What follows belongs to an exercise in optimizing a design on an open flow for small area, a short achievable clock period and few clock cycles per item; a production flow would make more cautious choices.
The RTL was checked by simulation tests, not by an equivalence proof against the original design.

==> run a: inputs <==
==> flow/design.v (excerpt) <==
module civ_engine (
    input  wire        clk,
    input  wire        rst,          
    input  wire        en,           
    input  wire [10:0] bound,        
    input  wire        rx_valid,
    input  wire [7:0]  rx_data,
    output wire        rx_ready,
    output wire        tx_valid,
    output reg  [7:0]  tx_data,
    input  wire        tx_ready,
    output wire        cb_req,
    output wire [3:0]  cb_slot,
    output wire [31:0] cb_arg,
    input  wire        cb_ack,
    input  wire [31:0] cb_rdata
);
==> flow/config.mk <==
export PLATFORM = sky130hd
export DESIGN_NAME = civ_engine
export DESIGN_NICKNAME = civ_engine
export VERILOG_FILES = /design/flow/design.v
export SDC_FILE = /design/flow/constraint.sdc
export NUM_CORES = 4
export LEC_CHECK = 0
export ABC_AREA = 1
export CAP_MARGIN = 20
export CORE_MARGIN = 2
export CORE_UTILIZATION = 60
export CTS_CLUSTER_DIAMETER = 80
export CTS_CLUSTER_SIZE = 30
export SLEW_MARGIN = 20
==> flow/constraint.sdc <==
create_clock -name core_clock -period 40.0 [get_ports {clk}]
set_input_delay 8.0000 -clock core_clock [delete_from_list [all_inputs] [get_ports {clk}]]
set_output_delay 8.0000 -clock core_clock [all_outputs]
set_load 0.01 [all_outputs]
standard.sh (not shown) runs the stock make flow with config.mk's settings and CLKGATE_MAP_FILE= SYNTH_SCRIPT=/design/flow/synth_recipe.tcl, a recipe that flattens the netlist after the stock synthesis.
==> flow/flow/run.sh <==
#!/bin/bash
# Standard layout (the standard.sh) with two changes to how it is made:
#  - synthesis maps the logic with an area-oriented ABC script (flow/abc_area.script,
#    used in place of ORFS's, selected by ABC_AREA=1); registers are mapped as usual;
#  - the port buffers are made of the smallest buffer cell.
set -euo pipefail
rm -rf scripts_area
cp -r "$FLOW_HOME/scripts" scripts_area
cp flow/abc_area.script scripts_area/abc_area.script
export SCRIPTS_DIR="$PWD/scripts_area"
export BUFFER_PORTS_ARGS="-buffer_cell sky130_fd_sc_hd__buf_1"
bash standard.sh > standard_flow.log 2>&1
==> flow/flow/abc_area.script <==
strash
dch
amap
strash
&get -n
&st
&dch
&nf -R 1000 -p
&put
strash
dch
amap
topo
dnsize -c
==> inputs of run b, as changes to run a <==
--- a/flow/design.v
+++ b/flow/design.v
@@ -62,12 +62,14 @@
     localparam [7:0] ACK        = 8'hFB;
     localparam [7:0] NAK        = 8'hFA;
     localparam [7:0] RIG_ADDR   = 8'h56;
     localparam [7:0] CTRL_ADDR  = 8'hE0;
     localparam [7:0] RIG_ID     = 8'h56;
     localparam BPC = 4;
+    localparam NST = (32 + BPC - 1) / BPC;
+    localparam W   = BPC * NST;
     localparam [1:0] RS_IDLE = 2'd0;
     localparam [1:0] RS_SAW  = 2'd1;
     localparam [1:0] RS_ACC  = 2'd2;
     localparam [1:0] P_IDLE  = 2'd0;
     localparam [1:0] P_ECHO  = 2'd1;
     localparam [1:0] P_CALL  = 2'd2;
@@ -90,13 +92,13 @@
     reg [4:0]  n;
     reg [7:0]  buf_q [0:15];
     reg        pend;                     
     reg        pend_frm;                 
     reg [1:0]  ph;
     reg [4:0]  tc;                       
-    reg        efull;                    
+    reg [4:0]  elast;                    
     reg [7:0]  dst, src;
     reg [4:0]  rtype;
     reg        dec;                      
     reg [31:0] res;                      
     reg [7:0]  xb;                       
     reg [2:0]  cv;                       
@@ -133,14 +135,14 @@
                         n_n = n + 5'd1;
                 end
             endcase
         end
     end
     always @(posedge clk)
-        if (rx_fire && rs == RS_ACC && !n[4])
-            buf_q[n[3:0]] <= rx_data;    
+        if (rx_fire && rs == RS_ACC && !rx_fd && !n[4])
+            buf_q[n[3:0]] <= rx_data;
     wire [7:0] op = buf_q[2];
     wire [7:0] f3 = buf_q[3];
     wire [7:0] f4 = buf_q[4];
     wire L3  = (n >= 5'd3);
     wire L4  = (n >= 5'd4);
     wire L5  = (n >= 5'd5);
@@ -214,109 +216,105 @@
         (rtype == T_10)   ? 8'h10 :
         (rtype == T_11)   ? 8'h11 :
         (rtype == T_12)   ? 8'h12 :
         (rtype == T_14)   ? 8'h14 :
         (rtype == T_16)   ? 8'h16 : 8'h1A;
     wire [7:0] sm0, sm1;
-    civ_smeter_enc u_sm (.level(res[11:8]), .m0(sm0), .m1(sm1));
+    civ_smeter_enc u_sm (.level(res[3:0]), .m0(sm0), .m1(sm1));
     reg [7:0] rdata;                     
     always @(*) begin
         rdata = 8'h00;
         case (rtype)
             T_FREQ: case (tc[2:0])
-                3'd5: rdata = (cv != 3'd0) ? dab_out[7:0] : xb;   
+                3'd5: rdata = xb;
                 3'd6: rdata = res[7:0];
                 3'd7: rdata = res[15:8];
                 3'd0: rdata = res[23:16];
                 default: ;
             endcase
-            T_MODE: rdata = (tc[0]) ? {7'd0, res[8]} : 8'h01;
+            T_MODE: rdata = (tc[0]) ? {7'd0, res[0]} : 8'h01;
             T_SM: case (tc[1:0])
                 2'd1: rdata = 8'h02;
                 2'd2: rdata = sm0;
                 default: rdata = sm1;
             endcase
-            T_PTT: rdata = (tc[0]) ? xb : {7'd0, res[8]};
+            T_PTT: rdata = (tc[0]) ? xb : {7'd0, res[0]};
             T_ID:  rdata = (tc[0]) ? xb : RIG_ID;
             T_14, T_16, T_1A: rdata = (tc == 5'd5) ? xb : 8'h00;
             default: ;
         endcase
     end
-    wire [3:0] eidx = tc[3:0] - 4'd2;
     wire echo  = (ph == P_ECHO);
     wire reply = (ph == P_REPLY);
-    wire [7:0] ebyte = buf_q[eidx];
-    wire echo_last = (tc >= 5'd2) && (efull ? (tc[4] && tc[1]) : (ebyte == TERMINATOR));
-    wire tx_last = echo ? echo_last : (tc == rlen);
-    wire cv_wait = (cv[2:1] != 2'b00) && (tc == 5'd5);
+    wire tx_last = echo ? (tc == elast) : (tc == rlen);
+    wire cv_wait = (cv != 3'd0) && (tc == 5'd5);
     assign tx_valid = echo || (reply && !cv_wait);
     wire tx_fire = tx_valid && tx_ready;
+    wire [3:0] eidx = tc[3:0] - 4'd2;
     always @(*) begin
         if (tc < 5'd2)
             tx_data = PREAMBLE;
         else if (tx_last)
             tx_data = TERMINATOR;
         else if (echo)
-            tx_data = ebyte;
+            tx_data = buf_q[eidx];
         else case (tc)
             5'd2:    tx_data = dst;
             5'd3:    tx_data = src;
             5'd4:    tx_data = code;
             default: tx_data = rdata;
         endcase
     end
     assign cb_req  = (ph == P_CALL);
     assign cb_slot = rtype[3:0];
     assign cb_arg  = res;
-    wire [7:0] dbyte = buf_q[4'd6 - {2'b00, tc[2:1]}];
+    wire [7:0] dbyte = buf_q[3'd6 - {1'b0, tc[2:1]}];
     wire [3:0] digit = tc[0] ? dbyte[3:0] : dbyte[7:4];
-    wire [27:0] r4 = {res[25:0], 2'b00};
-    wire [27:0] dh = {25'd0, digit[3:1]};
-    reg  [27:0] hx;
-    reg  [31:0] horner;
-    reg         hc;
+    reg [27:0] hx;
+    reg [31:0] horner;
+    reg        hc;
     integer hi;
     always @(*) begin
         hc = 1'b0;
         for (hi = 0; hi < 28; hi = hi + 1) begin
-            hx[hi] = res[hi] ^ r4[hi] ^ hc;
-            hc = (res[hi] & r4[hi]) | (hc & (res[hi] ^ r4[hi]));
+            hx[hi] = res[hi] ^ (hi >= 2 ? res[hi-2] : 1'b0) ^ hc;
+            hc = (res[hi] & (hi >= 2 ? res[hi-2] : 1'b0)) |
+                 (hc & (res[hi] ^ (hi >= 2 ? res[hi-2] : 1'b0)));
         end
         horner[0] = digit[0];
         hc = 1'b0;
-        for (hi = 0; hi < 28; hi = hi + 1) begin
-            horner[hi+1] = hx[hi] ^ dh[hi] ^ hc;
-            hc = (hx[hi] & dh[hi]) | (hc & (hx[hi] ^ dh[hi]));
+        for (hi = 1; hi < 29; hi = hi + 1) begin
+            horner[hi] = hx[hi-1] ^ (hi < 4 ? digit[hi] : 1'b0) ^ hc;
+            hc = (hx[hi-1] & (hi < 4 ? digit[hi] : 1'b0)) |
+                 (hc & (hx[hi-1] ^ (hi < 4 ? digit[hi] : 1'b0)));
         end
         horner[31:29] = 3'b000;
     end
-    wire [3:0] top4 = cb_rdata[31:28];
-    wire       top_ge10 = top4[3] & (top4[2] | top4[1]);
-    wire [7:0] front = {3'd0, top_ge10, top_ge10 ? top4 - 4'd10 : top4};
+    wire [W-1:0] ext = cb_rdata;
     wire ack_freq = (ph == P_CALL) && (rtype == T_FREQ);
     wire [5:0] nlive = {cv < 3'd3, cv < 3'd4, cv < 3'd5, cv < 3'd6, cv < 3'd7, 1'b1};
     wire [5:0] nwrite = {cv <= 3'd3, cv <= 3'd4, cv <= 3'd5, cv <= 3'd6, 1'b1, 1'b1};
     reg  [31:0] bcd_cur;
     reg  [31:0] conv_res;
-    integer m, m2;
+    integer m;
     always @(*) begin
         bcd_cur[7:0] = xb;
         for (m = 0; m < 6; m = m + 1)
             bcd_cur[8+4*m +: 4] = res[4*m +: 4] & {4{nlive[m]}};
     end
-    wire [31:0] dab_in = ack_freq ? {24'd0, front} : bcd_cur;
-    wire [BPC-1:0] dab_bits = ack_freq ? cb_rdata[27:24] : res[31 -: BPC];
+    wire [31:0] dab_in = ack_freq ? 32'd0 : bcd_cur;
+    wire [BPC-1:0] dab_bits = ack_freq ? ext[W-1 -: BPC] : res[31 -: BPC];
     wire [31:0] dab_out;
     civ_dabble_step #(.BPC(BPC)) u_dab (.bcd_in(dab_in), .bits(dab_bits), .bcd_out(dab_out));
-    wire [31:0] rest_al = {cb_rdata[23:0], dab_out[15:8]};
+    wire [31:0] rest_al = {ext[W-BPC-1:0], {(32-(W-BPC)){1'b0}}};
     wire [31:0] res_sh = {res[31-BPC:0], {BPC{1'b0}}};
     always @(*) begin
         conv_res = res_sh;
-        for (m2 = 0; m2 < 6; m2 = m2 + 1)
-            if (nwrite[m2])
-                conv_res[4*m2 +: 4] = dab_out[8+4*m2 +: 4];
+        for (m = 0; m < 6; m = m + 1)
+            if (nwrite[m])
+                conv_res[4*m +: 4] = dab_out[8+4*m +: 4];
     end
     wire fin = (ph == P_IDLE) || (reply && tx_fire && tx_last);
     wire have_item = pend || item_frm || item_rej;
     wire go_frm = pend ? pend_frm : item_frm;
     reg [1:0] ph_n;
     reg       pend_n, dec_n;
@@ -374,13 +372,13 @@
             cv   <= 3'd0;
         end else begin
             if (fin) begin
                 if (have_item) begin
                     cv   <= 3'd0;
                     if (go_frm) begin
-                        efull     <= n[4];
+                        elast     <= n + 5'd2;
                         dst       <= (n >= 5'd2) ? buf_q[1] : CTRL_ADDR;
                         src       <= (n >= 5'd2) ? buf_q[0] : RIG_ADDR;
                         xb        <= (L4 && d_type != T_FREQ) ? f3 : 8'h00;
                         rtype     <= d_type;
                         res       <= {31'd0, d_arg};
                     end else begin
@@ -400,17 +398,18 @@
                             if (dec && tc[4:3] == 2'b00)
                                 res <= horner;
                         end
                     end
                     P_CALL: begin
                         if (cb_ack) begin
-                            res <= rest_al;
                             if (rtype == T_FREQ) begin
+                                res <= rest_al;
                                 xb  <= dab_out[7:0];
-                                cv  <= 3'd6;
-                            end
+                                cv  <= NST - 1;
+                            end else
+                                res <= cb_rdata;
                         end
                     end
                     default: begin   
                         if (cv != 3'd0) begin
                             xb  <= dab_out[7:0];
                             res <= conv_res;
CTS_CLUSTER_DIAMETER = 50   (was 80)
CTS_CLUSTER_SIZE = 32   (was 30)
==> impl_metrics.toml <==
[status]
run_status = "finished clean"

[timing]
period_needed_ns = 16.37

[worst_setup_path]
critical_path.top_delay_family = "buffers and inverters"

[place]
place_congestion = 0.9439

[global_routing]
antenna_found_initial = 0

[synth]
synth_enable_flop_cells = 195

[layout]
multi_input_area_share_pct = 44.35
That was run b.
==> impl_metrics.toml <==
[status]
run_status = "finished clean"

[worst_setup_path]
critical_path.top_delay_family = "compound AO/OA/AOI/OAI gates"

[place]
place_congestion = 1.015

[global_routing]
antenna_found_initial = 1

[synth]
synth_enable_flop_cells = 191

[layout]
multi_input_area_share_pct = 46.29
That was run a.
Testbench counts of run a, summed over its fixed seeds: cycles 13,196, frames 768.
Testbench counts of run b, summed over its fixed seeds: cycles 13,572, frames 768.

[static timing again, ports no longer ideal]
No port has a modelled driver above. Below, the same layouts with a new extraction and two added sets of constraints. Step 1, drivers: a clkbuf_16 drives clk and a buf_2 each remaining input, both assumed. Step 2 also shifts input and output timing later by t, the mid clock arrival at the registers, as if the neighbouring blocks saw the same clock. Slacks: no drivers / after step 1 / after step 2; pairs: no drivers / after step 1.
run | t, ns | slack for setup (ns) | worst register clock-pin slew, ns | worst slew at a driven data input, ns
run a | 0.542 | 17.621 / 17.598 / 17.598 | 0.11 / 0.11 | 0.04
run b | 0.611 | 23.626 / 23.599 / 23.599 | 0.07 / 0.07 | 0.04
After both steps every run listed still meets setup and hold. The setup slack of run b, which loses most, moves by -0.027 ns with the drivers and by -0.027 ns with both steps.
